This design comes from an exercise in tuning for a short achievable clock period and few clock cycles on the open sky130 flow, not from production work.
Function was checked by simulation only, so behaviour that the tests miss may differ from the original.
Power is estimated from default activity; no workload was simulated.

==> design.v <==
module scs_core (
    input  wire        clk,
    input  wire        rst,           
    input  wire [31:0] textsize,
    input  wire [31:0] datasize,
    input  wire [31:0] dataend,
    output wire        imem_en,
    output wire [31:0] imem_addr,
    input  wire [31:0] imem_rdata,
    output reg         dmem_en,
    output reg         dmem_we,
    output reg  [31:0] dmem_addr,
    output reg  [31:0] dmem_wdata,
    input  wire [31:0] dmem_rdata,
    output wire        halted,
    output wire        faulted,
    output reg  [2:0]  fault_kind,
    output reg  [31:0] fault_addr,
    output reg         warn_valid,
    output reg  [1:0]  warn_kind,
    output reg  [31:0] warn_addr,
    input  wire [4:0]  dbg_sel,
    output reg  [31:0] dbg_data
);
    localparam OP_NOP    = 6'd1;
    localparam OP_LOAD   = 6'd2;
    localparam OP_STORE  = 6'd3;
    localparam OP_ADD    = 6'd4;
    localparam OP_SUB    = 6'd5;
    localparam OP_BRANCH = 6'd6;
    localparam OP_CALL   = 6'd7;
    localparam OP_RET    = 6'd8;
    localparam OP_PUSH   = 6'd9;
    localparam OP_POP    = 6'd10;
    localparam OP_HALT   = 6'd11;
    localparam CC_UNKNOWN  = 2'd0;
    localparam CC_ZERO     = 2'd1;
    localparam CC_POSITIVE = 2'd2;
    localparam CC_NEGATIVE = 2'd3;
    localparam F_NONE      = 3'd0;
    localparam F_ILLEGAL   = 3'd2;
    localparam F_CONDITION = 3'd3;
    localparam F_IMMEDIATE = 3'd4;
    localparam F_SEGTEXT   = 3'd5;
    localparam F_SEGDATA   = 3'd6;
    localparam F_SEGSTACK  = 3'd7;
    localparam W_HALT       = 2'd1;
    localparam W_PUSHSTATIC = 2'd2;
    function valid_data(input [31:0] v);
        valid_data = (v[31] == 1'b0) && (v < datasize);
    endfunction
    function [1:0] sign_of(input [31:0] v);
        if (v == 32'd0)
            sign_of = CC_ZERO;
        else if (v[31])
            sign_of = CC_NEGATIVE;
        else
            sign_of = CC_POSITIVE;
    endfunction
    reg [31:0] regs [0:15];
    reg [1:0]  cc;
    reg [31:0] pc_arch;
    reg        running;
    reg        halt_q;
    wire [31:0] sp     = regs[15];
    reg         sp_fv;
    reg  [31:0] sp_inc;
    reg  [31:0] sp_dec;
    reg         sp_pushok;     
    reg         sp_popok;      
    reg         sp_lowwarn;    
    reg        ras_v [0:3];
    reg [31:0] ras_a [0:3];        
    reg [31:0] ras_s [0:3];        
    reg [31:0] ras_d [0:3];
    reg [1:0]  ras_top;
    reg        d_valid;
    reg [31:0] d_pc;
    reg [31:0] pc_q;           
    reg        e_valid;
    reg [31:0] e_pc;
    reg [31:0] e_pcn;
    reg        e_vtext;
    reg        e_imm;
    reg [3:0]  e_r;
    reg [31:0] e_ea;
    reg [31:0] e_val;          
    reg        e_pred;         
    reg        e_rhint;        
    reg [1:0]  e_ccs;          
    reg        e_late;         
    reg [31:0] e_ptgt;
    reg        e_nop, e_alu, e_store, e_branch, e_call, e_ret, e_push, e_pop, e_halt, e_ill;
    reg [1:0]  e_aluop;        
    reg        x_memalu;
    reg [1:0]  x_aluop;
    reg        x_late;         
    reg [31:0] x_imm;
    reg [3:0]  x_rd;
    reg        x_wr2;
    reg [31:0] x_waddr;
    reg        x_retmiss;
    reg        fwd_sel;        
    reg [31:0] fwd_d;
    localparam WBN = 6;
    reg        wbv [0:WBN-1];
    reg [31:0] wba [0:WBN-1];
    reg [31:0] wbd [0:WBN-1];
    reg        wait_ret;       
    reg        redir_q;        
    reg [31:0] redir_tgt;
    wire e_immalu = e_alu && e_imm && !e_late;    
    wire e_memalu = e_alu && !e_imm;              
    wire e_xalu   = e_memalu || (e_alu && e_late);  
    wire cond_bad = (e_r > 4'd6) || (e_r != 4'd0 && cc == CC_UNKNOWN);
    reg  jump_c;
    always @(*) begin
        case (e_r)
            4'd0: jump_c = 1'b1;
            4'd1: jump_c = (cc == CC_ZERO);
            4'd2: jump_c = (cc != CC_ZERO);
            4'd3: jump_c = (cc == CC_POSITIVE);
            4'd4: jump_c = (cc == CC_POSITIVE) || (cc == CC_ZERO);
            4'd5: jump_c = (cc == CC_NEGATIVE);
            4'd6: jump_c = (cc == CC_NEGATIVE) || (cc == CC_ZERO);
            default: jump_c = 1'b0;
        endcase
    end
    wire push_ok = sp_pushok;
    wire pop_ok  = sp_popok;
    wire ea_ok   = valid_data(e_ea);
    wire ras_hit = ras_v[ras_top] && (ras_s[ras_top] == sp);
    wire [31:0] ras_top_d = ras_d[ras_top];
    wire e_needcc = (e_branch || e_call) && (e_r != 4'd0);
    wire e_usesp  = e_call || e_ret || e_push || e_pop;
    wire e_port   = e_memalu || e_store || e_call || e_ret || e_push || e_pop;
    wire x_wr15   = x_memalu && (x_rd == 4'd15);
    integer c;
    wire e_two    = (e_push && !e_imm) || e_pop;
    wire e_wany   = e_store || e_call || (e_push && e_imm);
    wire e_wbfull = (e_wany && wbv[WBN-1] && x_wr2) ||
                    (e_two && (wbv[WBN-1] || (wbv[WBN-2] && x_wr2)));
    wire e_stall  = e_valid && ((e_needcc && x_memalu) ||
                                (e_usesp && (x_wr15 || !sp_fv)) ||
                                e_wbfull);
    wire e_commit = e_valid && !e_stall;
    reg        f_fault;
    reg [2:0]  f_kind;
    always @(*) begin
        f_fault = 1'b0;
        f_kind  = F_NONE;
        if (!e_vtext) begin
            f_fault = 1'b1; f_kind = F_SEGTEXT;
        end else if (e_ill) begin
            f_fault = 1'b1; f_kind = F_ILLEGAL;
        end else if (e_alu) begin
            if (!e_imm && !ea_ok) begin f_fault = 1'b1; f_kind = F_SEGDATA; end
        end else if (e_store) begin
            if (e_imm)       begin f_fault = 1'b1; f_kind = F_IMMEDIATE; end
            else if (!ea_ok) begin f_fault = 1'b1; f_kind = F_SEGDATA; end
        end else if (e_branch) begin
            if (e_imm)         begin f_fault = 1'b1; f_kind = F_IMMEDIATE; end
            else if (cond_bad) begin f_fault = 1'b1; f_kind = F_CONDITION; end
        end else if (e_call) begin
            if (e_imm)                   begin f_fault = 1'b1; f_kind = F_IMMEDIATE; end
            else if (cond_bad)           begin f_fault = 1'b1; f_kind = F_CONDITION; end
            else if (jump_c && !push_ok) begin f_fault = 1'b1; f_kind = F_SEGSTACK; end
        end else if (e_ret) begin
            if (!pop_ok) begin f_fault = 1'b1; f_kind = F_SEGSTACK; end
        end else if (e_push) begin
            if (!push_ok)              begin f_fault = 1'b1; f_kind = F_SEGSTACK; end
            else if (!e_imm && !ea_ok) begin f_fault = 1'b1; f_kind = F_SEGDATA; end
        end else if (e_pop) begin
            if (e_imm)        begin f_fault = 1'b1; f_kind = F_IMMEDIATE; end
            else if (!pop_ok) begin f_fault = 1'b1; f_kind = F_SEGSTACK; end
            else if (!ea_ok)  begin f_fault = 1'b1; f_kind = F_SEGDATA; end
        end
    end
    wire e_ok      = e_commit && !f_fault;
    wire e_stop    = e_commit && (f_fault || e_halt);
    wire e_jump    = (e_branch || e_call) && jump_c;         
    wire e_call_t  = e_call && jump_c;
    wire e_retmiss = e_ok && e_ret && !ras_hit;
    reg        e_mis;
    reg [31:0] e_tgt;
    always @(*) begin
        e_mis = 1'b0;
        e_tgt = e_pcn;
        if (e_branch || e_call) begin
            e_mis = e_jump != e_pred;
            e_tgt = e_jump ? e_ea : e_pcn;
        end else if (e_ret) begin
            e_mis = !e_pred;
            e_tgt = ras_top_d;
        end
    end
    wire e_redirect = e_ok && e_mis && !(e_ret && !ras_hit);
    wire e_fredir   = e_commit && e_mis;
    wire e_wmem = e_store || (e_call && e_jump) || (e_push && e_imm);
    wire [31:0] e_waddr = e_store ? e_ea : sp;
    wire [31:0] e_rval  = (x_memalu && x_rd == e_r) ? x_res : regs[e_r];
    wire [31:0] e_sdata = e_rval;
    wire [31:0] e_wdata = e_call ? e_pcn : e_store ? e_sdata : e_val;
    wire e_rmem = e_memalu || (e_push && !e_imm) || e_pop || e_ret;
    wire [31:0] e_raddr = (e_pop || e_ret) ? sp_inc : e_ea;
    wire e_spchg = e_call_t || e_ret || e_push || e_pop;
    wire e_wreg  = e_ok && (e_immalu || e_spchg);
    wire [3:0]  e_wreg_idx = e_immalu ? e_r : 4'd15;
    wire [31:0] e_wreg_val = e_immalu ? e_val :
                             (e_ret || e_pop) ? sp_inc : sp_dec;
    wire e_setcc = e_ok && e_immalu;
    wire [31:0] sp_nx = (e_ret || e_pop) ? sp_inc : sp_dec;    
    wire [31:0] md = fwd_sel ? fwd_d : dmem_rdata;
    reg  [31:0] x_acc;
    wire [31:0] x_opd = x_late ? x_imm : md;
    reg  [31:0] x_res;
    always @(*) begin
        case (x_aluop)
            2'd1:    x_res = x_acc + x_opd;
            2'd2:    x_res = x_acc - x_opd;
            default: x_res = md;
        endcase
    end
    wire       e_rsp  = e_pop || e_ret;
    wire       fx_hit = x_wr2 && (e_rsp ? (x_waddr == sp_inc) : (x_waddr == e_ea));
    wire [WBN-1:0] fb_hit;
    genvar g;
    generate
        for (g = 0; g < WBN; g = g + 1) begin : g_fwd
            assign fb_hit[g] = wbv[g] && (e_rsp ? (wba[g] == sp_inc) : (wba[g] == e_ea));
        end
    endgenerate
    wire        e_hit   = fx_hit || (fb_hit != 0);
    reg  [31:0] e_hitd;
    always @(*) begin
        e_hitd = wbd[0];
        for (c = 1; c < WBN; c = c + 1)
            if (fb_hit[c]) e_hitd = wbd[c];
        if (fx_hit) e_hitd = md;
    end
    wire port_e  = e_valid && e_rmem && !e_rhint && !e_stall;
    wire port_wb = wbv[0] && !port_e;
    always @(*) begin
        dmem_en    = port_e || port_wb;
        dmem_we    = port_wb;
        dmem_addr  = port_wb ? wba[0] : e_raddr;
        dmem_wdata = wbd[0];
    end
    wire e_enq = e_ok && e_wmem;
    reg        nwv [0:WBN-1];
    reg [31:0] nwa [0:WBN-1];
    reg [31:0] nwd [0:WBN-1];
    integer k;
    reg [WBN-1:0] sv;       
    reg [WBN-1:0] ff;       
    always @(*) begin
        for (k = 0; k < WBN; k = k + 1) begin
            if (port_wb) begin
                nwv[k] = (k < WBN - 1) ? wbv[k + 1] : 1'b0;
                nwa[k] = (k < WBN - 1) ? wba[k + 1] : 32'd0;
                nwd[k] = (k < WBN - 1) ? wbd[k + 1] : 32'd0;
            end else begin
                nwv[k] = wbv[k];
                nwa[k] = wba[k];
                nwd[k] = wbd[k];
            end
        end
        for (k = 0; k < WBN; k = k + 1)
            sv[k] = nwv[k];
        for (k = 0; k < WBN; k = k + 1)
            ff[k] = !sv[k] && (k == 0 || sv[k - 1]);
        for (k = 0; k < WBN; k = k + 1) begin
            if (x_wr2 && ff[k]) begin
                nwv[k] = 1'b1;
                nwa[k] = x_waddr;
                nwd[k] = md;
            end
            if (e_enq && (x_wr2 ? (k > 0 && ff[k - 1]) : ff[k])) begin
                nwv[k] = 1'b1;
                nwa[k] = e_waddr;
                nwd[k] = e_wdata;
            end
        end
    end
    wire e_spstep = e_valid && (e_push || e_pop || e_ret || e_call_t);
    wire [31:0] d_slot = !e_spstep ? sp + 32'd1 :
                         (e_push || e_call) ? sp : sp + 32'd2;
    wire d_spsafe = !x_wr15 && !(e_valid && e_immalu && e_r == 4'd15);
    reg  d_slothit;
    always @(*) begin
        d_slothit = e_valid && e_two && ((e_push ? sp : e_ea) == d_slot);
        for (c = 0; c < WBN; c = c + 1)
            if (nwv[c] && nwa[c] == d_slot) d_slothit = 1'b1;
    end
    wire [31:0] iw      = imem_rdata;
    wire [5:0]  d_op    = iw[5:0];
    wire        d_imm   = iw[6];
    wire        d_idx   = iw[7];
    wire [3:0]  d_r     = iw[11:8];
    wire [3:0]  d_ri    = iw[15:12];
    wire [31:0] d_off   = {{16{iw[31]}}, iw[31:16]};
    wire [31:0] d_abs   = {12'd0, iw[31:12]};
    wire [31:0] d_immv  = {{12{iw[31]}}, iw[31:12]};
    wire d_load   = d_op == OP_LOAD;
    wire d_store  = d_op == OP_STORE;
    wire d_add    = d_op == OP_ADD;
    wire d_sub    = d_op == OP_SUB;
    wire d_branch = d_op == OP_BRANCH;
    wire d_call   = d_op == OP_CALL;
    wire d_ret    = d_op == OP_RET;
    wire d_push   = d_op == OP_PUSH;
    wire d_pop    = d_op == OP_POP;
    wire d_halt   = d_op == OP_HALT;
    wire d_nop    = d_op == OP_NOP;
    wire d_alu    = d_load || d_add || d_sub;
    wire d_ill    = !(d_nop || d_alu || d_store || d_branch || d_call ||
                      d_ret || d_push || d_pop || d_halt);
    reg [15:0] pend;
    always @(*) begin
        pend = 16'd0;
        if (e_valid && e_xalu)   pend[e_r] = 1'b1;
        if (x_memalu)            pend[x_rd] = 1'b1;
    end
    wire d_rd_ri = d_idx;
    wire d_rd_r  = d_imm && (d_add || d_sub);
    wire d_haz   = d_rd_ri && pend[d_ri];
    wire d_late  = d_rd_r && pend[d_r];
    wire d_rhint = (d_pop || d_ret) && d_spsafe && d_slothit;
    wire e_fwd   = e_valid && e_immalu;
    wire e_fwdsp = e_valid && (e_push || e_pop || e_ret || e_call_t);
    wire [31:0] rf_ri = (e_fwd && e_r == d_ri) ? e_val :
                        (e_fwdsp && d_ri == 4'd15) ? sp_nx : regs[d_ri];
    wire [31:0] rf_r  = (e_fwd && e_r == d_r) ? e_val :
                        (e_fwdsp && d_r == 4'd15) ? sp_nx : regs[d_r];
    wire [31:0] d_ea = d_idx ? rf_ri + d_off : d_abs;
    reg  [31:0] d_val;
    always @(*) begin
        if (d_imm && (d_load || d_push || d_late))
            d_val = d_immv;
        else if (d_imm && d_add)
            d_val = rf_r + d_immv;
        else if (d_imm && d_sub)
            d_val = rf_r - d_immv;
        else
            d_val = rf_r;
    end
    wire [31:0] z_or  = rf_r | d_immv;
    wire [31:0] z_xor = rf_r ^ d_immv;
    wire d_zero = (d_load || d_push) ? (d_immv == 32'd0) :
                  d_sub ? (rf_r == d_immv) :
                  (z_xor == {z_or[30:0], 1'b0});
    wire [1:0] d_ccs = d_zero ? CC_ZERO : d_val[31] ? CC_NEGATIVE : CC_POSITIVE;
    wire e_pop_now = e_valid && e_ret;
    wire [1:0]  ras_ptop = e_pop_now ? ras_top - 2'd1 : ras_top;
    wire        ras_pv   = ras_v[ras_ptop];
    wire [31:0] ras_pd   = ras_d[ras_ptop];
    wire       ccd_known = (e_valid && e_immalu) ||
                           !((e_valid && e_xalu) || x_memalu);
    wire [1:0] ccd       = (e_valid && e_immalu) ? e_ccs : cc;
    reg  [15:0] jv;
    always @(*) begin
        jv = 16'hFFFF;
        if (ccd_known && ccd != CC_UNKNOWN) begin
            jv[1] = (ccd == CC_ZERO);
            jv[2] = (ccd != CC_ZERO);
            jv[3] = (ccd == CC_POSITIVE);
            jv[4] = (ccd == CC_POSITIVE) || (ccd == CC_ZERO);
            jv[5] = (ccd == CC_NEGATIVE);
            jv[6] = (ccd == CC_NEGATIVE) || (ccd == CC_ZERO);
        end
    end
    wire d_pbc  = (d_branch || d_call) && !d_imm && !d_idx && jv[d_r];
    wire d_pret = d_ret && ras_pv && !(e_valid && e_call);
    wire d_pred = d_valid && (d_pbc || d_pret);
    wire [31:0] d_ptgt = d_pbc ? d_abs : ras_pd;
    wire flush_d = e_redirect || e_stop || e_retmiss;
    wire [31:0] d_pcn  = d_pc + 32'd1;
    wire [31:0] f_base = redir_q ? redir_tgt : d_valid ? d_pcn : pc_q;
    wire s_abs  = !e_fredir && d_valid && d_pbc;
    wire s_ras  = !e_fredir && d_valid && d_pret;
    wire s_base = !e_fredir && !d_pred;
    assign imem_addr = ({32{e_fredir}} & e_tgt) | ({32{s_abs}} & d_abs) |
                       ({32{s_ras}} & ras_pd) | ({32{s_base}} & f_base);
    wire   hold_d    = d_valid && e_stall;
    assign imem_en   = running && !wait_ret && !hold_d;
    wire d_vtext = (d_pc[31] == 1'b0) && (d_pc < textsize);
    wire d_go    = d_valid && !flush_d && !d_haz && !e_stall;
    integer i;
    always @(posedge clk) begin
        if (rst) begin
            for (i = 0; i < 15; i = i + 1)
                regs[i] <= 32'd0;
            regs[15]   <= datasize - 32'd1;
            sp_fv      <= 1'b0;
            sp_inc     <= 32'd0;
            sp_dec     <= 32'd0;
            sp_pushok  <= 1'b0;
            sp_popok   <= 1'b0;
            sp_lowwarn <= 1'b0;
            cc         <= CC_UNKNOWN;
            pc_arch    <= 32'd0;
            running    <= 1'b1;
            halt_q     <= 1'b0;
            fault_kind <= F_NONE;
            fault_addr <= 32'd0;
            warn_valid <= 1'b0;
            warn_kind  <= 2'd0;
            warn_addr  <= 32'd0;
            for (i = 0; i < 4; i = i + 1) begin
                ras_v[i] <= 1'b0;
                ras_a[i] <= 32'd0;
                ras_s[i] <= 32'd0;
                ras_d[i] <= 32'd0;
            end
            ras_top    <= 2'd0;
            d_valid    <= 1'b0;
            d_pc       <= 32'd0;
            pc_q       <= 32'd0;
            e_valid    <= 1'b0;
            x_memalu   <= 1'b0;
            x_late     <= 1'b0;
            x_acc      <= 32'd0;
            x_imm      <= 32'd0;
            x_wr2      <= 1'b0;
            x_retmiss  <= 1'b0;
            fwd_sel    <= 1'b0;
            fwd_d      <= 32'd0;
            for (i = 0; i < WBN; i = i + 1) begin
                wbv[i] <= 1'b0;
                wba[i] <= 32'd0;
                wbd[i] <= 32'd0;
            end
            wait_ret   <= 1'b0;
            redir_q    <= 1'b0;
            redir_tgt  <= 32'd0;
        end else begin
            warn_valid <= 1'b0;
            if (x_memalu)
                regs[x_rd] <= x_res;
            if (x_memalu && !e_setcc)
                cc <= sign_of(x_res);
            if (x_retmiss) begin
                redir_tgt <= md;
                redir_q   <= 1'b1;
                wait_ret  <= 1'b0;
                pc_arch   <= md;
            end else begin
                redir_q <= 1'b0;
            end
            if (x_memalu && x_rd == 4'd15) begin
                sp_fv <= 1'b0;
            end else if (e_wreg && e_wreg_idx == 4'd15) begin
                if (e_immalu) begin
                    sp_fv <= 1'b0;
                end else begin
                    sp_fv      <= 1'b1;
                    sp_inc     <= sp_nx + 32'd1;
                    sp_dec     <= sp_nx - 32'd1;
                    sp_pushok  <= (sp_nx != 32'd0) && valid_data(sp_nx);
                    sp_popok   <= valid_data(sp_nx + 32'd1);
                    sp_lowwarn <= (sp_nx - 32'd1) < dataend;
                end
            end else if (!sp_fv) begin
                sp_fv      <= 1'b1;
                sp_inc     <= sp + 32'd1;
                sp_dec     <= sp - 32'd1;
                sp_pushok  <= (sp != 32'd0) && valid_data(sp);
                sp_popok   <= valid_data(sp + 32'd1);
                sp_lowwarn <= (sp - 32'd1) < dataend;
            end
            for (i = 0; i < WBN; i = i + 1) begin
                wbv[i] <= nwv[i];
                wba[i] <= nwa[i];
                wbd[i] <= nwd[i];
            end
            fwd_sel <= e_hit;
            fwd_d   <= e_hitd;
            if (e_wreg)
                regs[e_wreg_idx] <= e_wreg_val;
            if (e_setcc)
                cc <= sign_of(e_val);
            x_memalu  <= e_ok && e_xalu;
            x_aluop   <= e_aluop;
            x_late    <= e_late;
            x_acc     <= e_rval;
            x_imm     <= e_val;
            x_rd      <= e_r;
            x_wr2     <= e_ok && ((e_push && !e_imm) || e_pop);
            x_waddr   <= e_push ? sp : e_ea;
            x_retmiss <= e_retmiss;
            if (e_retmiss)
                wait_ret <= 1'b1;
            if (e_commit) begin
                if (f_fault) begin
                    fault_kind <= f_kind;
                    fault_addr <= e_pc;
                    pc_arch    <= (f_kind == F_SEGTEXT) ? e_pc : e_pcn;
                    running    <= 1'b0;
                end else begin
                    if (!(e_ret && !ras_hit))
                        pc_arch <= ((e_branch || e_call) && e_jump) ? e_ea :
                                   e_ret ? ras_top_d : e_pcn;
                    if (e_halt) begin
                        halt_q     <= 1'b1;
                        running    <= 1'b0;
                        warn_valid <= 1'b1;
                        warn_kind  <= W_HALT;
                        warn_addr  <= e_pc;
                    end
                    if (e_push && sp_lowwarn) begin
                        warn_valid <= 1'b1;
                        warn_kind  <= W_PUSHSTATIC;
                        warn_addr  <= e_pc;
                    end
                end
            end
            if (e_ok) begin
                for (i = 0; i < 4; i = i + 1)
                    if ((e_store && ras_a[i] == e_ea) ||
                        (e_pop && ras_a[i] == e_ea) ||
                        ((e_push || e_call_t) && ras_a[i] == sp))
                        ras_v[i] <= 1'b0;
                if (e_call_t) begin
                    ras_v[ras_top + 2'd1] <= 1'b1;
                    ras_a[ras_top + 2'd1] <= sp;
                    ras_s[ras_top + 2'd1] <= sp_dec;
                    ras_d[ras_top + 2'd1] <= e_pcn;
                    ras_top <= ras_top + 2'd1;
                end else if (e_ret && ras_hit) begin
                    ras_v[ras_top] <= 1'b0;
                    ras_top <= ras_top - 2'd1;
                end
            end
            if (e_stop) begin
                e_valid <= 1'b0;
            end else if (e_stall) begin
                e_rhint <= 1'b0;
            end else begin
                e_valid <= d_go;
                e_pc    <= d_pc;
                e_pcn   <= d_pcn;
                e_vtext <= d_vtext;
                e_imm   <= d_imm;
                e_r     <= d_r;
                e_ea    <= d_ea;
                e_val   <= d_val;
                e_pred  <= d_pred;
                e_late  <= d_late;
                e_ccs   <= d_ccs;
                e_rhint <= d_rhint;
                e_ptgt  <= d_ptgt;
                e_nop   <= d_nop;
                e_alu   <= d_alu;
                e_store <= d_store;
                e_branch <= d_branch;
                e_call  <= d_call;
                e_ret   <= d_ret;
                e_push  <= d_push;
                e_pop   <= d_pop;
                e_halt  <= d_halt;
                e_ill   <= d_ill;
                e_aluop <= d_add ? 2'd1 : d_sub ? 2'd2 : 2'd0;
            end
            if (e_stop || !running) begin
                d_valid <= 1'b0;
            end else if (e_retmiss || wait_ret) begin
                d_valid <= 1'b0;
            end else if (hold_d) begin
            end else if (d_valid && d_haz && !flush_d) begin
                d_valid <= 1'b0;
                pc_q    <= d_pc;
            end else begin
                d_valid <= 1'b1;
                d_pc    <= imem_addr;
            end
        end
    end
    wire drained = !wbv[0] && !x_wr2;
    assign halted  = halt_q && drained;
    assign faulted = (fault_kind != F_NONE) && drained;
    wire [17:0] dbg_oh;
    genvar q;
    generate
        for (q = 0; q < 18; q = q + 1) begin : g_dbg
            assign dbg_oh[q] = (dbg_sel == q);
        end
    endgenerate
    integer j;
    always @(*) begin
        dbg_data = ({32{dbg_oh[16]}} & pc_arch) | ({32{dbg_oh[17]}} & {30'd0, cc});
        for (j = 0; j < 16; j = j + 1)
            dbg_data = dbg_data | ({32{dbg_oh[j]}} & regs[j]);
    end
endmodule
==> flow/run.sh <==
#!/bin/bash
set -euo pipefail
bash standard.sh synth > synth.log 2>&1
bash standard.sh finish \
    "BUFFER_PORTS_ARGS=-buffer_cell sky130_fd_sc_hd__buf_6" \
    SETUP_SLACK_MARGIN=5.5 > layout.log 2>&1
==> standard.sh <==
#!/bin/bash
# synth_recipe.tcl (not shown) runs the flow's synth.tcl, then flattens the netlist and writes it again
# the make line also repeats each setting of config.mk as NAME=value (left out here)
make -C /OpenROAD-flow-scripts/flow DESIGN_CONFIG=/design/flow/config.mk WORK_HOME=/design/flow/orfs CLKGATE_MAP_FILE= SYNTH_SCRIPT=/design/flow/synth_recipe.tcl "${@:-finish}"
==> config.mk <==
export PLATFORM = sky130hd
export DESIGN_NAME = scs_core
export DESIGN_NICKNAME = scs_core
export VERILOG_FILES = /design/flow/design.v
export SDC_FILE = /design/flow/constraint.sdc
export NUM_CORES = 4
export LEC_CHECK = 0
export ABC_CLOCK_PERIOD_IN_PS = 2500
export CAP_MARGIN = 20
export CORE_MARGIN = 2
export CORE_UTILIZATION = 38
export PLACE_DENSITY = 0.6
export SETUP_SLACK_MARGIN = 5
export SLEW_MARGIN = 20
==> constraint.sdc <==
create_clock -name core_clock -period 12.0 [get_ports {clk}]
set_input_delay 2.4000 -clock core_clock [delete_from_list [all_inputs] [get_ports {clk}]]
set_output_delay 2.4000 -clock core_clock [all_outputs]
set_load 0.01 [all_outputs]
==> results of run 1 <==
==> worst max-delay path by stage <==
| stage | startpoint | end | slack (ps) | depth (start not counted) |
|---|---|---|---|---|
| 2_1_floorplan | datasize[25] | ras_a[2][0] | -400 | 17 |
| 3_3_place_gp | imem_rdata[13] | e_ea[31] | 2590 | 23 |
| 3_5_place_dp | imem_rdata[13] | e_ea[31] | 2650 | 23 |
| 4_1_cts | imem_rdata[4] | imem_addr[0] | 4900 | 13 |
| 5_1_grt | imem_rdata[9] | imem_addr[15] | 4800 | 14 |
| 6_report | imem_rdata[8] | imem_addr[22] | 4850 | 12 |
==> cells by family (layout without fill, tap and decap cells) <==
family / Yosys count / in the layout / synth area share
AND/OR/NAND/NOR: 4750 / 4762 / 0.1671
adder cells (fa/ha/maj): 432 / 432 / 0.04088
other: 0 / 94 / 0
buffers and inverters: 1512 / 2087 / 0.04522
flip-flops: 1860 / 1860 / 0.3620
AO/OA/AOI/OAI: 3552 / 3552 / 0.1736
XOR/XNOR: 999 / 999 / 0.06602
multiplexers: 1163 / 1163 / 0.1451
==> worst max-delay path: stages <==
cell and delay, ps:
buf_16 130, buf_16 160, nor2_4 30, a22o_1 230, a221oi_4 320, nor3_4 110, o21ai_1 120, inv_1 100
nor2_4 360, clkbuf_16 300, a221o_1 300, buf_6 150
==> sequential cells by signal (all words and copies together) (netlist names), 6 cells and up, named ones only <==
signal,flops
e_pcn,32
ras_s,128
e_ea,32
pc_q,32
x_acc,32
x_imm,32
pc_arch,32
x_waddr,32
d_pc,32
warn_addr,32
wbv,6
regs,512
fault_addr,32
sp_dec,31
redir_tgt,32
fwd_d,32
e_pc,32
ras_d,128
wba,192
sp_inc,32
ras_a,128
e_val,32
wbd,192
==> layout make-up <==
cell class              count  area, um^2  share of cell area
diodes                     94       235.2            0.001457
clock buffers             295        6272             0.03886
clock inverters           118        1413            0.008753
inverters                 279        1085            0.006721
multi-input cells       10910       83400              0.5167
flip-flops and latches   1860       48160              0.2984
well taps                4599        5754             0.03565
repair buffers           1395       15080             0.09341
==> metal layers <==
| metal | up-vias | track usage | wire (um) |
|---|---|---|---|
| li1 | 54080 | - | - |
| met1 | 67450 | 0.5047 | 274100 |
| met2 | 12990 | 0.5942 | 317000 |
| met3 | 3661 | 0.2156 | 132700 |
| met4 | 56 | 0.3619 | 86250 |
| met5 | - | 0.03881 | 2032 |
==> power by group <==
part           switching, mW  total [mW]  internal (mW)  leakage (nW)
clock                   3.23        7.49           4.26          3.73
combinational           4.02        6.08           2.05          38.5
sequential             0.457        7.47           7.01          17.4
==> what timing repair did <==
| action | 4_1_cts | 5_1_grt |
|---|---|---|
| cloned | 43 | 18 |
| gates resized for setup | 754 | 410 |
| pin swaps | 169 | 247 |
| endpoints found under the setup margin | 1928 | 720 |
| setup buffers | 223 | 200 |
==> cells in the final DEF (no fill, tap or decap), drive strengths merged, types with 428 or more instances in the layout <==
cell,instances
and2,479
nand2,1628
buf,1359
edfxtp,1088
mux4,588
a21oi,991
dfxtp,772
ha,428
nor2,1278
xnor2,761
o21ai,661
o22ai,429
==> reports/metrics.csv, run 1 <==
stage,metric,value,unit
synth,async_reset_ff_frac,0,
synth,ys_top_cells_by_area,"edfxtp_1, dfxtp_1, mux4_2",
power,p_leak,59.59,nW
timing,fin_ws,4847,ps
timing,rsz0062_at_grt,true,
worst_hold_path,whs_endpoint,x_aluop[1],
power,vdd_drop_max,0.1201,mV
synth,yosysWarningCount,9,
timing,final_max_slew_viol_count,0,
synth,syn_avg_cell_area,9.318,um^2
global_route,grt_max_degree,146,
synth,yosysMostFrequentCell,nand2_1,
setup_path,rrSetupSlack,5180,ps
synth,yosys-top-cells-count,"nand2_1, nor2_1, edfxtp_1",
global_route,grt.overflow.total,0,
placed_design,place_area,0.1431,mm^2
layout,final_nets,15270,
placed_design,io_buffers,369,
synth,synth-seq-cells,1860,
clock_tree,cts_root_buffer,clkbuf_16,
synth,synth_ff_type,edfxtp_1,
layout,syn_to_final_growth,21.39,%
clock_tree,cts_max_level,4,
timing,fmax,139.8,MHz
placed_design,routabilityCongestion,1.083,
clock_tree,cts_made_buffers,226,
global_route,globalRouteTotalUtil,0.4353,
setup_path,arrival,4750,ps
setup_path,crit_required,9600,ps
die,rows,217,
clock_tree,clk_pin_slew,60,ps
setup_path,critPathMaxFanout,16,
synth,yosysTopAreaCell,edfxtp_1,
timing,tns,0,ps
global_route,antenna_found_initial,93,
clock_tree,cts_buffer_depth,4,
worst_hold_path,hp-class,reg2reg,
layout,layout-drive-gt1-share,0.2241,
global_route,grt_pass1_vias,123300,
die,die_h,595.5,um
placed_design,pre_cts_slack,2645,ps
power,power.density,130.3,mW/mm^2
placed_design,place_inst,18560,
run_status,status,"complete, no violations",
placed_design,place_hpwl,548900,um
detailed_routing,drc,0,
detailed_routing,routed_wl,812100,um
detailed_routing,drtPass1Iterations,13,
die,fp.dieW,595.5,um
synth,syn_nets,14870,
clock_tree,cts_tree,done,
detailed_routing,drtAntennaViolNets,0,
timing,tightest_slew,1389,ps
synth,postSynthCellCount,14270,
synth,synth_edf_count,1088,
detailed_routing,avgRoutedWirePerCell,41.54,um
clock_tree,clock_latency,1040,ps
setup_path,cp-start-kind,input pin,
die,core_area,0.3489,mm^2
setup_path,rr_worst_depth,14,
die,io_pins,370,
clock_tree,cts_hold_buf,0,
setup_path,reg2reg_to,e_rhint,
worst_hold_path,hold_path.startpoint,e_aluop[1],
die,die-area,0.3546,mm^2
clock_tree,clock_sinks,1860,
synth,synth_cell_types,126,
timing,finalSetupViolCount,0,
layout,finalNonFillerCells,19550,
setup_path,endpoint_kind,output pin,
detailed_routing,drt_iter0_drc,26010,
detailed_routing,num_vias,138200,
layout,final_area,0.1614,mm^2
global_route,grt_pass1_wl,1069000,um
timing,whs,416.9,ps
worst_hold_path,worstHoldPathCells,0,
layout,fillers,33070,
timing,clock_skew,84.25,ps
layout,final_core_util,0.4626,
setup_path,timing.rr.start,regs[15][22],
detailed_routing,viasPerCell,7.072,
setup_path,path_class,in2out,
timing,fin_crit_sh,0.5961,
job,maxCapViolations,0,
synth,yosysSeqAreaShare,0.3620,
timing,finalCriticalPeriod,7153,ps
power,total_power,21.03,mW
synth,syn_area,0.1330,mm^2
die,start_util,0.3811,
timing,hold_viol,0,
timing,slew_headroom,0.07243,
synth,synth.top_cell.area_share,0.2457,
Testbench counts, summed over its fixed seeds: cycles 59,037.
==> run 2: changes to the inputs <==
--- a/design.v
+++ b/design.v
@@ -49,6 +49,25 @@
     function valid_data(input [31:0] v);
         valid_data = (v[31] == 1'b0) && (v < datasize);
     endfunction
+    function [31:0] ks_add(input [31:0] a, input [31:0] b, input cin);
+        reg [31:0] g, p, pp, gg;
+        integer n, d;
+        begin
+            p = a ^ b;
+            g = a & b;
+            g[0] = g[0] | (p[0] & cin);
+            pp = p;
+            for (d = 1; d < 32; d = d * 2) begin
+                gg = g;
+                for (n = d; n < 32; n = n + 1) begin
+                    g[n] = gg[n] | (pp[n] & gg[n - d]);
+                end
+                for (n = 31; n >= d; n = n - 1)
+                    pp[n] = pp[n] & pp[n - d];
+            end
+            ks_add = p ^ {g[30:0], cin};
+        end
+    endfunction
     function [1:0] sign_of(input [31:0] v);
         if (v == 32'd0)
             sign_of = CC_ZERO;
@@ -85,10 +104,14 @@
     reg [3:0]  e_r;
     reg [31:0] e_ea;
     reg [31:0] e_val;          
+    reg [31:0] e_imm32;        
     reg        e_pred;         
     reg        e_rhint;        
     reg [1:0]  e_ccs;          
-    reg        e_late;         
+    reg        e_late;
+    reg        e_jq;           
+    reg        e_jqv;
+    reg [15:0] jvq;            
     reg [31:0] e_ptgt;
     reg        e_nop, e_alu, e_store, e_branch, e_call, e_ret, e_push, e_pop, e_halt, e_ill;
     reg [1:0]  e_aluop;        
@@ -113,19 +136,19 @@
     wire e_memalu = e_alu && !e_imm;              
     wire e_xalu   = e_memalu || (e_alu && e_late);  
     wire cond_bad = (e_r > 4'd6) || (e_r != 4'd0 && cc == CC_UNKNOWN);
-    reg  jump_c;
-    always @(*) begin
-        case (e_r)
-            4'd0: jump_c = 1'b1;
-            4'd1: jump_c = (cc == CC_ZERO);
-            4'd2: jump_c = (cc != CC_ZERO);
-            4'd3: jump_c = (cc == CC_POSITIVE);
-            4'd4: jump_c = (cc == CC_POSITIVE) || (cc == CC_ZERO);
-            4'd5: jump_c = (cc == CC_NEGATIVE);
-            4'd6: jump_c = (cc == CC_NEGATIVE) || (cc == CC_ZERO);
-            default: jump_c = 1'b0;
+    function cond_met(input [1:0] c_cc, input [3:0] c);
+        case (c)
+            4'd0: cond_met = 1'b1;
+            4'd1: cond_met = (c_cc == CC_ZERO);
+            4'd2: cond_met = (c_cc != CC_ZERO);
+            4'd3: cond_met = (c_cc == CC_POSITIVE);
+            4'd4: cond_met = (c_cc == CC_POSITIVE) || (c_cc == CC_ZERO);
+            4'd5: cond_met = (c_cc == CC_NEGATIVE);
+            4'd6: cond_met = (c_cc == CC_NEGATIVE) || (c_cc == CC_ZERO);
+            default: cond_met = 1'b0;
         endcase
-    end
+    endfunction
+    wire jump_c = e_jq;
     wire push_ok = sp_pushok;
     wire pop_ok  = sp_popok;
     wire ea_ok   = valid_data(e_ea);
@@ -140,7 +163,7 @@
     wire e_wany   = e_store || e_call || (e_push && e_imm);
     wire e_wbfull = (e_wany && wbv[WBN-1] && x_wr2) ||
                     (e_two && (wbv[WBN-1] || (wbv[WBN-2] && x_wr2)));
-    wire e_stall  = e_valid && ((e_needcc && x_memalu) ||
+    wire e_stall  = e_valid && ((e_needcc && (x_memalu || !e_jqv)) ||
                                 (e_usesp && (x_wr15 || !sp_fv)) ||
                                 e_wbfull);
     wire e_commit = e_valid && !e_stall;
@@ -206,9 +229,11 @@
     wire e_spchg = e_call_t || e_ret || e_push || e_pop;
     wire e_wreg  = e_ok && (e_immalu || e_spchg);
     wire [3:0]  e_wreg_idx = e_immalu ? e_r : 4'd15;
-    wire [31:0] e_wreg_val = e_immalu ? e_val :
+    wire [31:0] e_wreg_val = e_immalu ? e_res :
                              (e_ret || e_pop) ? sp_inc : sp_dec;
     wire e_setcc = e_ok && e_immalu;
+    wire [31:0] e_res = (e_aluop == 2'd1) ? ks_add(e_val, e_imm32, 1'b0) :
+                        (e_aluop == 2'd2) ? ks_add(e_val, ~e_imm32, 1'b1) : e_val;
     wire [31:0] sp_nx = (e_ret || e_pop) ? sp_inc : sp_dec;    
     wire [31:0] md = fwd_sel ? fwd_d : dmem_rdata;
     reg  [31:0] x_acc;
@@ -216,8 +241,8 @@
     reg  [31:0] x_res;
     always @(*) begin
         case (x_aluop)
-            2'd1:    x_res = x_acc + x_opd;
-            2'd2:    x_res = x_acc - x_opd;
+            2'd1:    x_res = ks_add(x_acc, x_opd, 1'b0);
+            2'd2:    x_res = ks_add(x_acc, ~x_opd, 1'b1);
             default: x_res = md;
         endcase
     end
@@ -328,19 +353,15 @@
     wire d_rhint = (d_pop || d_ret) && d_spsafe && d_slothit;
     wire e_fwd   = e_valid && e_immalu;
     wire e_fwdsp = e_valid && (e_push || e_pop || e_ret || e_call_t);
-    wire [31:0] rf_ri = (e_fwd && e_r == d_ri) ? e_val :
+    wire [31:0] rf_ri = (e_fwd && e_r == d_ri) ? e_res :
                         (e_fwdsp && d_ri == 4'd15) ? sp_nx : regs[d_ri];
-    wire [31:0] rf_r  = (e_fwd && e_r == d_r) ? e_val :
+    wire [31:0] rf_r  = (e_fwd && e_r == d_r) ? e_res :
                         (e_fwdsp && d_r == 4'd15) ? sp_nx : regs[d_r];
-    wire [31:0] d_ea = d_idx ? rf_ri + d_off : d_abs;
+    wire [31:0] d_ea = d_idx ? ks_add(rf_ri, d_off, 1'b0) : d_abs;
     reg  [31:0] d_val;
     always @(*) begin
         if (d_imm && (d_load || d_push || d_late))
             d_val = d_immv;
-        else if (d_imm && d_add)
-            d_val = rf_r + d_immv;
-        else if (d_imm && d_sub)
-            d_val = rf_r - d_immv;
         else
             d_val = rf_r;
     end
@@ -349,27 +370,13 @@
     wire d_zero = (d_load || d_push) ? (d_immv == 32'd0) :
                   d_sub ? (rf_r == d_immv) :
                   (z_xor == {z_or[30:0], 1'b0});
-    wire [1:0] d_ccs = d_zero ? CC_ZERO : d_val[31] ? CC_NEGATIVE : CC_POSITIVE;
+    wire d_neg = (d_load || d_push) ? d_immv[31] : rf_r[31];
+    wire [1:0] d_ccs = d_zero ? CC_ZERO : d_neg ? CC_NEGATIVE : CC_POSITIVE;
     wire e_pop_now = e_valid && e_ret;
     wire [1:0]  ras_ptop = e_pop_now ? ras_top - 2'd1 : ras_top;
     wire        ras_pv   = ras_v[ras_ptop];
     wire [31:0] ras_pd   = ras_d[ras_ptop];
-    wire       ccd_known = (e_valid && e_immalu) ||
-                           !((e_valid && e_xalu) || x_memalu);
-    wire [1:0] ccd       = (e_valid && e_immalu) ? e_ccs : cc;
-    reg  [15:0] jv;
-    always @(*) begin
-        jv = 16'hFFFF;
-        if (ccd_known && ccd != CC_UNKNOWN) begin
-            jv[1] = (ccd == CC_ZERO);
-            jv[2] = (ccd != CC_ZERO);
-            jv[3] = (ccd == CC_POSITIVE);
-            jv[4] = (ccd == CC_POSITIVE) || (ccd == CC_ZERO);
-            jv[5] = (ccd == CC_NEGATIVE);
-            jv[6] = (ccd == CC_NEGATIVE) || (ccd == CC_ZERO);
-        end
-    end
-    wire d_pbc  = (d_branch || d_call) && !d_imm && !d_idx && jv[d_r];
+    wire d_pbc  = (d_branch || d_call) && !d_imm && !d_idx && jvq[d_r];
     wire d_pret = d_ret && ras_pv && !(e_valid && e_call);
     wire d_pred = d_valid && (d_pbc || d_pret);
     wire [31:0] d_ptgt = d_pbc ? d_abs : ras_pd;
@@ -385,6 +392,25 @@
     assign imem_en   = running && !wait_ret && !hold_d;
     wire d_vtext = (d_pc[31] == 1'b0) && (d_pc < textsize);
     wire d_go    = d_valid && !flush_d && !d_haz && !e_stall;
+    wire        ne_load   = !e_stall;                  
+    wire        ne_valid  = !e_stop && (ne_load ? (d_valid && !flush_d) : e_valid);
+    wire [3:0]  ne_r      = ne_load ? d_r : e_r;
+    wire        ne_immalu = ne_load ? (d_alu && d_imm && !d_late) : e_immalu;
+    wire        ne_xalu   = ne_load ? (d_alu && (!d_imm || d_late)) : e_xalu;
+    wire [1:0]  ne_ccs    = ne_load ? d_ccs : e_ccs;
+    wire        nx_memalu = e_ok && e_xalu;
+    wire        ccx       = x_memalu && !e_setcc;
+    wire [1:0]  n_cc      = e_setcc ? sign_of(e_res) : cc;
+    wire        nd_known  = (ne_valid && ne_immalu) ||
+                            !((ne_valid && ne_xalu) || nx_memalu || ccx);
+    wire [1:0]  nd_cc     = (ne_valid && ne_immalu) ? ne_ccs : n_cc;
+    reg  [15:0] n_jv;
+    integer v;
+    always @(*) begin
+        for (v = 0; v < 16; v = v + 1)
+            n_jv[v] = !nd_known || nd_cc == CC_UNKNOWN || v > 6 ||
+                      cond_met(nd_cc, v);
+    end
     integer i;
     always @(posedge clk) begin
         if (rst) begin
@@ -398,6 +424,9 @@
             sp_popok   <= 1'b0;
             sp_lowwarn <= 1'b0;
             cc         <= CC_UNKNOWN;
+            e_jq       <= 1'b0;
+            e_jqv      <= 1'b0;
+            jvq        <= 16'hFFFF;
             pc_arch    <= 32'd0;
             running    <= 1'b1;
             halt_q     <= 1'b0;
@@ -478,7 +507,10 @@
             if (e_wreg)
                 regs[e_wreg_idx] <= e_wreg_val;
             if (e_setcc)
-                cc <= sign_of(e_val);
+                cc <= sign_of(e_res);
+            e_jq  <= cond_met(n_cc, ne_r);
+            e_jqv <= !ccx;
+            jvq  <= n_jv;
             x_memalu  <= e_ok && e_xalu;
             x_aluop   <= e_aluop;
             x_late    <= e_late;
@@ -547,6 +579,7 @@
                 e_pred  <= d_pred;
                 e_late  <= d_late;
                 e_ccs   <= d_ccs;
+                e_imm32 <= d_immv;
                 e_rhint <= d_rhint;
                 e_ptgt  <= d_ptgt;
                 e_nop   <= d_nop;
--- a/config.mk
+++ b/config.mk
@@ -8,7 +8,7 @@
 export ABC_CLOCK_PERIOD_IN_PS = 2500
 export CAP_MARGIN = 20
 export CORE_MARGIN = 2
-export CORE_UTILIZATION = 38
+export CORE_UTILIZATION = 35
 export PLACE_DENSITY = 0.6
 export SETUP_SLACK_MARGIN = 5
 export SLEW_MARGIN = 20
==> run 2 against run 1 <==
Effect of this change: still clean; clock skew rose by 90 ps; total power rose by 1.6%; synthesized cell count increased by 0.84%; global-route usage down 5.0 points; wire length shrank 3.6%; non-clock buffer count down 57; clock power fell by 2.7%; utilization decreased by 3.6 points; setup slack gained 72 ps; die area increased by 9.1%; largest power group is now sequential cells.
==> reports/metrics.csv, run 2 <==
stage,metric,value,unit,change
run_status,status,"complete, no violations",,
synth,yosysSeqAreaShare,0.3659,,+0.003887
clock_tree,cts_hold_buf,0,,unchanged
die,core_area,0.3795,mm^2,+8.8%
layout,layout-drive-gt1-share,0.2142,,-0.009867
clock_tree,clock_sinks,1888,,+1.5%
setup_path,critPathMaxFanout,32,,+16
timing,finalCriticalPeriod,7081,ps,-72.03 ps
global_route,globalRouteTotalUtil,0.3853,,-0.05007
detailed_routing,dr_wl_met2,306800,um,-3.2%
power,p_seq_frac,0.353,,-0.002
clock_tree,cts_made_buffers,226,,unchanged
timing,tns,0,ps,unchanged
setup_path,path_class,in2out,,
clock_tree,clk_pin_slew,60,ps,about the same
detailed_routing,drt-met1-wl,275200,um,+0.38%
detailed_routing,drt_iter0_drc,24480,,-5.9%
clock_tree,cts_root_buffer,clkbuf_16,,
timing,fmax,141.2,MHz,+1.0%
synth,muxShareOfSynthArea,0.1469,,+0.001748
layout,finalNonFillerCells,20020,,+2.4%
layout,syn_to_final_growth,21.17,%,
layout,fillers,37030,,+12%
synth,synth_edf_count,1108,,+1.8%
power,vdd_drop_max,0.1415,mV,+18%
synth,yosysWarningCount,9,,unchanged
timing,tightest_slew,1345,ps,-44.02 ps
layout,layout_commonest_cell,nor2_1,,
timing,finalSetupViolCount,0,,unchanged
placed_design,place_hpwl,540100,um,-1.6%
timing,rsz0062_at_grt,true,,
synth,async_reset_ff_frac,0,,unchanged
timing,slew_headroom,0.09973,,+0.02730
global_route,grt.overflow.total,0,,unchanged
global_route,grt_max_degree,166,,+14%
clock_tree,cts_tree,done,,
detailed_routing,drtAntennaViolNets,0,,unchanged
layout,final_cell_mix,"nor2_1, nand2_1, edfxtp_1, a21oi_1, dfxtp_1",,
synth,synth.top_cell.area_share,0.2490,,+0.003268
die,die_h,621.9,um,+4.4%
detailed_routing,met3_length,119000,um,-10%
power,power_frac_comb,0.305,,+0.016
clock_tree,cts_buffer_depth,4,,unchanged
power,p_leak,60.50,nW,+1.5%
setup_path,arrival,4680,ps,-70 ps
power,p_clk_frac,0.341,,-0.015
synth,yosysTopAreaCell,edfxtp_1,,
global_route,grt_pass1_vias,121900,,-1.1%
layout,regMostFlops,regs,,
synth,yosysMostFrequentCell,nor2_1,,
synth,yosys-top-cells-count,"nor2_1, nand2_1, edfxtp_1",,
job,maxCapViolations,0,,unchanged
worst_hold_path,hp-class,reg2reg,,
synth,ys_top_cells_by_area,"edfxtp_1, dfxtp_1, mux4_2",,
detailed_routing,num_vias,134500,,-2.7%
placed_design,io_buffers,369,,unchanged
die,start_util,0.3521,,-0.02896
synth,synth_compound_area_frac,0.1770,,+0.003366
timing,final_max_slew_viol_count,0,,unchanged
synth,synth_top_family_by_area,compound AO/OA/AOI/OAI gates,,
detailed_routing,viasPerCell,6.717,,-5.0%
die,rows,226,,+4.1%
global_route,grt_pass1_wl,1043000,um,-2.4%
detailed_routing,highest_layer,met5,,
clock_tree,cts_max_level,4,,unchanged
synth,syn_area,0.1336,mm^2,+0.50%
power,swShare,0.3748,,+0.008133
detailed_routing,drtPass1Iterations,9,,-4
die,io_pins,370,,unchanged
layout,final_nets,15380,,+0.72%
synth,syn_nets,15020,,+1.0%
synth,synth_ff_type,edfxtp_1,,
layout,biggestRegsByFlops,"regs: 512 flops, wba: 192 flops, wbd: 192 flops",,
synth,synthAdderAreaFrac,0.04380,,+0.002924
clock_tree,clock_latency,1070,ps,+30 ps
timing,clock_skew,173.9,ps,+89.67 ps
synth,syn_avg_cell_area,9.287,um^2,-0.34%
setup_path,endpoint_kind,output pin,,
synth,postSynthCellCount,14390,,+0.84%
placed_design,place_inst,19080,,+2.8%
synth,synth_cell_types,122,,-3.2%
setup_path,crit_required,9600,ps,about the same
placed_design,routabilityCongestion,1.089,,+0.57%
power,p_int,13.36,mW,+0.31%
die,fp.dieW,621.9,um,+4.4%
setup_path,cp-start-kind,input pin,,
detailed_routing,routed_wl,783100,um,-3.6%
timing,fin_crit_sh,0.5901,,-0.006003
detailed_routing,drc,0,,unchanged
synth,synth_simple_gate_area_frac,0.1534,,-0.01379
timing,hold_viol,0,,unchanged
synth,synth-seq-cells,1888,,+1.5%
power,p_sw,8.010,mW,+3.9%
global_route,antenna_found_initial,83,,-11%
die,die-area,0.3867,mm^2,+9.1%
detailed_routing,avgRoutedWirePerCell,39.12,um,-5.8%
layout,largest_register_ffs,512,,unchanged
power,power.density,132.0,mW/mm^2,+1.3%
synth,synthXorXnorAreaFrac,0.06470,,-0.001322
run 2: cell types whose count changed in the layout (fill, tap and decap cells not counted), sizes merged, moves of 70 or more:
cell	previous run	this run
and2	479	152
nor2	1278	1563
xnor2	761	540
xor2	236	447
nand2	1628	1444
inv	277	439
o22ai	429	561
mux2i	366	485
o21ai	661	561
mux2	209	135
a211oi	237	307
run 2: cell families after synthesis:
kind of cell,Yosys count
XOR/XNOR,987
AND/OR/NAND/NOR,4536
multiplexers,1208
adder cells (fa/ha/maj),465
buffers and inverters,1672
AO/OA/AOI/OAI,3632
flip-flops,1888
run 2: power groups by stage:
stage | logic, mW | registers [mW] | clock network [mW]
5_1_grt | 6.56 | 7.54 | 7.47
3_5_place_dp | 5.50 | 7.66 | 0
2_1_floorplan | 3.01 | 7.42 | 0
4_1_cts | 5.94 | 7.51 | 7.25
6_report | 6.53 | 7.55 | 7.29
3_3_place_gp | 5.51 | 7.65 | 0
run 2: metal layers:
layer  vias to the layer above  GRT usage
met5                         -    0.01111
met4                        52     0.3203
met3                      2737     0.1604
met2                     11510     0.5267
met1                     65820     0.4668
li1                      54330          -
run 2: final timing paths:
kind,from,endpoint,slack (ps),cells after the start
worst max-delay path,dbg_sel[0],dbg_data[13],4920,9
worst min-delay path,running,running,460,2
worst max register to register,regs[15][19],sp_popok,5130,15
worst min register to register,running,running,460,2
run 2: area by class of cell:
class / count / area, um^2 / area share
clock buffers: 304 / 6375 / 0.03937
inverters: 451 / 1790 / 0.01106
multi-input cells: 10840 / 82750 / 0.5111
repair buffers: 1338 / 14440 / 0.08915
flip-flops and latches: 1888 / 48920 / 0.3022
clock inverters: 113 / 1202 / 0.007426
diodes: 63 / 157.7 / 0.0009737
well taps: 5016 / 6276 / 0.03876
run 2: through the flow:
stage | hold WS, ps | power (mW) | util | setup WS [ps] | cell area [um^2]
2_1_floorplan | 420.6 | 10.44 | - | 73.05 | 134100
3_3_place_gp | 441.9 | 13.17 | 0.3806 | 2448 | 144400
3_5_place_dp | 441.4 | 13.16 | 0.3807 | 2326 | 144500
4_1_cts | 462.1 | 20.70 | 0.4182 | 5084 | 158700
5_1_grt | 488.1 | 21.57 | 0.4265 | 4974 | 161800
6_report | 464.7 | 21.37 | 0.4267 | 4919 | 161900
run 2: what timing repair did:
action,CTS,global route
resized for setup,716,303
setup endpoints to repair,2189,1184
gates cloned,51,11
pin swaps,198,191
setup buffers,233,162
run 2: worst max-delay path, cell delays in order:
cell	delay (ps)
buf_16	110
buf_4	120
nor3_4	40
and3_2	220
buf_12	210
a222oi_1	280
and3_1	220
nand4_1	640
buf_6	380
Testbench counts of run 2, summed over its fixed seeds: cycles 59,215.
==> run 3: changes to the inputs <==
==> run.sh (new file) <==
#!/bin/bash
# synth_recipe.tcl (not shown) runs the flow's synth.tcl, then flattens the netlist and writes it again
# the make line also repeats each setting of config.mk as NAME=value (left out here)
make -C /OpenROAD-flow-scripts/flow DESIGN_CONFIG=/design/flow/config.mk WORK_HOME=/design/flow/orfs CLKGATE_MAP_FILE= SYNTH_SCRIPT=/design/flow/synth_recipe.tcl finish
removed: flow/run.sh
removed: standard.sh
==> run 3 against run 2 <==
Effect of this change: still clean; clock-buffer cell count down 24; hold slack lost 9.6 ps; synthesized cell count unchanged; critical path depth up 4; setup slack lost 120 ps; utilization shrank 0.77 points; global-route usage down 0.13 points; total power rose by 0.66%; critical endpoint is now imem_addr[9]; largest cell class unchanged.
==> reports/metrics.csv, run 3 <==
stage,metric,value,unit,change
timing,tns,0,ps,unchanged
power,vdd_drop_max,0.1353,mV,-4.4%
synth,synth_top_family_by_area,compound AO/OA/AOI/OAI gates,,
layout,seqCellArea,0.04892,mm^2,unchanged
layout,syn_to_final_growth,18.98,%,
layout,layout-drive-gt1-share,0.1807,,-0.03358
global_route,grt_max_degree,174,,+4.8%
synth,syn_area,0.1336,mm^2,unchanged
layout,final_cell_mix,"nor2_1, nand2_1, edfxtp_1, a21oi_1, dfxtp_1",,
synth,synth_compound_area_frac,0.1770,,unchanged
timing,hold_viol,0,,unchanged
setup_path,path_buf_inv,5,,+1
global_route,grt_pass1_wl,1037000,um,-0.62%
synth,postSynthCellCount,14390,,unchanged
timing,fmax,138.8,MHz,-1.7%
detailed_routing,avgRoutedWirePerCell,39.15,um,about the same
placed_design,place_hpwl,547300,um,+1.3%
power,p_leak,59.03,nW,-2.4%
power,p_sw,7.960,mW,-0.62%
detailed_routing,drc,0,,unchanged
synth,synth_ff_type,edfxtp_1,,
layout,final_nets,15280,,-0.65%
die,rows,226,,unchanged
power,p_seq_frac,0.351,,-0.002
worst_hold_path,hp-class,reg2reg,,
synth,yosys-top-cells-count,"nor2_1, nand2_1, edfxtp_1",,
clock_tree,cts_buffer_depth,4,,unchanged
layout,regMostFlops,regs,,
global_route,globalRouteTotalUtil,0.3840,,-0.001292
layout,multi_input_area,0.08179,mm^2,-1.2%
power,p_int,13.55,mW,+1.4%
synth,synth_edf_count,1108,,unchanged
timing,finalSetupViolCount,0,,unchanged
synth,synthXorXnorAreaFrac,0.06470,,unchanged
setup_path,rrSetupSlack,5060,ps,-70 ps
synth,async_reset_ff_frac,0,,unchanged
timing,clock_skew,168.7,ps,-5.236 ps
synth,yosysSeqAreaShare,0.3659,,unchanged
die,fp.dieW,621.9,um,unchanged
die,io_pins,370,,unchanged
power,swShare,0.3701,,-0.004760
clock_tree,cts_hold_buf,0,,unchanged
synth,yosysMostFrequentCell,nor2_1,,
setup_path,critPathMaxFanout,6,,-81%
synth,synth.top_cell.area_share,0.2490,,unchanged
setup_path,cp_slowest_cell,a22oi_2,,
clock_tree,cts_max_level,4,,unchanged
setup_path,crit_required,9600,ps,about the same
power,power_frac_comb,0.295,,-0.010
placed_design,place_inst,19100,,+0.14%
global_route,grt_pass1_vias,120400,,-1.3%
placed_design,routabilityCongestion,1.105,,+1.4%
layout,largest_register_ffs,512,,unchanged
timing,final_max_slew_viol_count,0,,unchanged
timing,slew_headroom,0.07074,,-0.02899
layout,layout_commonest_cell,nor2_1,,
detailed_routing,viasPerCell,6.694,,-0.35%
timing,fin_ws,4798,ps,-121.8 ps
detailed_routing,routed_wl,781300,um,-0.23%
setup_path,path_delay_family,compound AO/OA/AOI/OAI gates,,
timing,finalCriticalPeriod,7202,ps,+121.8 ps
detailed_routing,drt_iter0_drc,23620,,-3.5%
synth,syn_nets,15020,,unchanged
detailed_routing,drtPass1Iterations,12,,+3
die,start_util,0.3521,,unchanged
detailed_routing,drtAntennaViolNets,0,,unchanged
die,core_area,0.3795,mm^2,unchanged
clock_tree,clock_sinks,1888,,unchanged
placed_design,pre_cts_slack,1781,ps,-544.6 ps
synth,synth_cell_types,122,,unchanged
job,maxCapViolations,0,,unchanged
clock_tree,cts_tree,done,,
global_route,grt.overflow.total,0,,unchanged
power,p_clk_frac,0.354,,+0.013
timing,rsz0062_at_grt,true,,
run_status,status,"complete, no violations",,
synth,synth_simple_gate_area_frac,0.1534,,unchanged
timing,tightest_slew,1355,ps,+9.694 ps
layout,fillers,37250,,+0.59%
synth,yosysWarningCount,9,,unchanged
setup_path,cp-start-kind,input pin,,
layout,finalNonFillerCells,19960,,-0.29%
placed_design,io_buffers,369,,unchanged
timing,fin_crit_sh,0.6002,,+0.01015
setup_path,endpoint_kind,output pin,,
clock_tree,cts_made_buffers,223,,-1.3%
layout,biggestRegsByFlops,"regs: 512 flops, wba: 192 flops, wbd: 192 flops",,
setup_path,arrival,4800,ps,+120 ps
clock_tree,clock_latency,1060,ps,about the same
setup_path,cp_slowest_stage_delay,470,ps,-170 ps
clock_tree,clk_pin_slew,60,ps,about the same
power,power.density,135.3,mW/mm^2,+2.5%
detailed_routing,num_vias,133600,,-0.65%
synth,yosysTopAreaCell,edfxtp_1,,
die,die-area,0.3867,mm^2,unchanged
synth,synth-seq-cells,1888,,unchanged
synth,muxShareOfSynthArea,0.1469,,unchanged
setup_path,path_class,in2out,,
die,die_h,621.9,um,unchanged
setup_path,crit_path_cell_trace,buf_16 -> buf_6 -> mux2i_1 -> a21oi_1 -> nor2_1 -> a21oi_2 -> o21ai_2 -> buf_4 -> nor2_4 -> buf_8 -> a22oi_2 -> o211ai_1 -> buf_2,,
synth,synthAdderAreaFrac,0.04380,,unchanged
clock_tree,cts_root_buffer,clkbuf_16,,
synth,ys_top_cells_by_area,"edfxtp_1, dfxtp_1, mux4_2",,
global_route,antenna_found_initial,88,,+6.0%
synth,syn_avg_cell_area,9.287,um^2,unchanged
[run 3: timing repair]
action / 4_1_cts / 5_1_grt
pin swaps: 92 / 123
cloned: 36 / 9
buffers inserted: 147 / 141
resized for setup: 659 / 302
setup endpoints to repair: 2553 / 1155
[run 3: worst reg2reg max path, delay by kind of cell, from the launching register on]
kind / cells / cell delay (ps)
simple gates: 7 / 1410
mux: 2 / 690
xor+xnor: 1 / 190
fa+ha+maj: 4 / 920
flops: 1 / 420
compound gates: 10 / 2660
buf+inv: 5 / 630
[run 3: power by group through the flow]
stage	Sequential, mW	Combinational, mW	Clock, mW
final	7.55	6.35	7.61
after global routing	7.54	6.37	7.81
after CTS	7.51	5.76	7.58
after detailed placement	7.66	5.52	0
after global placement	7.65	5.52	0
after floorplan	7.42	3.02	0
[run 3: worst paths after layout]
check	endpoint	depth (start not counted)	start
min	fault_addr[18]	2	fault_addr[18]
min reg2reg	fault_addr[18]	2	fault_addr[18]
max reg2reg	jvq[6]	29	e_val[0]
max	imem_addr[9]	13	imem_rdata[9]
[run 3: metal layers]
| metal | wire (um) | GRT usage | vias to the layer above | share of wire |
|---|---|---|---|---|
| li1 | - | - | 54190 | - |
| met1 | 277700 | 0.4726 | 65640 | 0.36 |
| met2 | 305200 | 0.5257 | 11130 | 0.39 |
| met3 | 114500 | 0.1455 | 2599 | 0.15 |
| met4 | 83170 | 0.3247 | 36 | 0.11 |
| met5 | 587 | 0 | - | 0.00075 |
[run 3: cell type report]
cell class,instances,area share
Inverter,451,0.01109
Multi-Input combinational cell,10840,0.5144
Tap cell,5016,0.03948
Antenna cell,106,0.001668
Timing Repair Buffer,1243,0.07598
Sequential cell,1888,0.3077
Clock buffer,280,0.03814
Clock inverter,132,0.01147
[run 3: metrics by stage]
stage          utilization  hold WS, ps  instance area (um^2)  power (mW)
2_1_floorplan            -        420.6                134200       10.44
3_3_place_gp        0.3801        443.6                144200       13.18
3_5_place_dp        0.3802        446.4                144300       13.18
4_1_cts             0.4116        455.0                156200       20.85
5_1_grt             0.4187        471.3                158900       21.72
6_report            0.4189        455.1                159000       21.51
[run 3: logic make-up after synthesis]
group | Yosys count
compound gates | 3632
fa+ha+maj | 465
mux | 1208
simple gates | 4536
xor+xnor | 987
flops | 1888
buf+inv | 1672

[separate check: timing with driven ports]
How much do the figures lean on ideal ports? The routed layouts below were timed once more, with nothing changed but the port constraints. Step 1 assumes that a clkbuf_16 drives the clock port and a buf_2 every other input. Step 2 adds t to the input delays and takes it off the output delays; t is the mean of the earliest and latest rising clock arrival at the registers after step 1. Input paths then give back, and output paths get back, about the clock's delay inside the block. a / b / c = ideal / step 1 / step 2; a / b = the first two.
run | t (ns) | slack for setup (ns) | latest minus earliest clock arrival (ns) | worst slew at a driven data input, ns
run 1 | 1.127 | 4.847 / 4.316 / 3.539 | 0.086 / 0.086 | 0.62
run 2 | 1.092 | 4.919 / 4.671 / 3.679 | 0.174 / 0.174 | 0.52
run 3 | 1.089 | 4.798 / 4.390 / 3.465 | 0.169 / 0.169 | 0.57
After both steps every run listed still meets setup and hold. For run 3, which loses most, drivers alone change the setup slack by -0.408 ns; drivers and shift together by -1.333 ns.
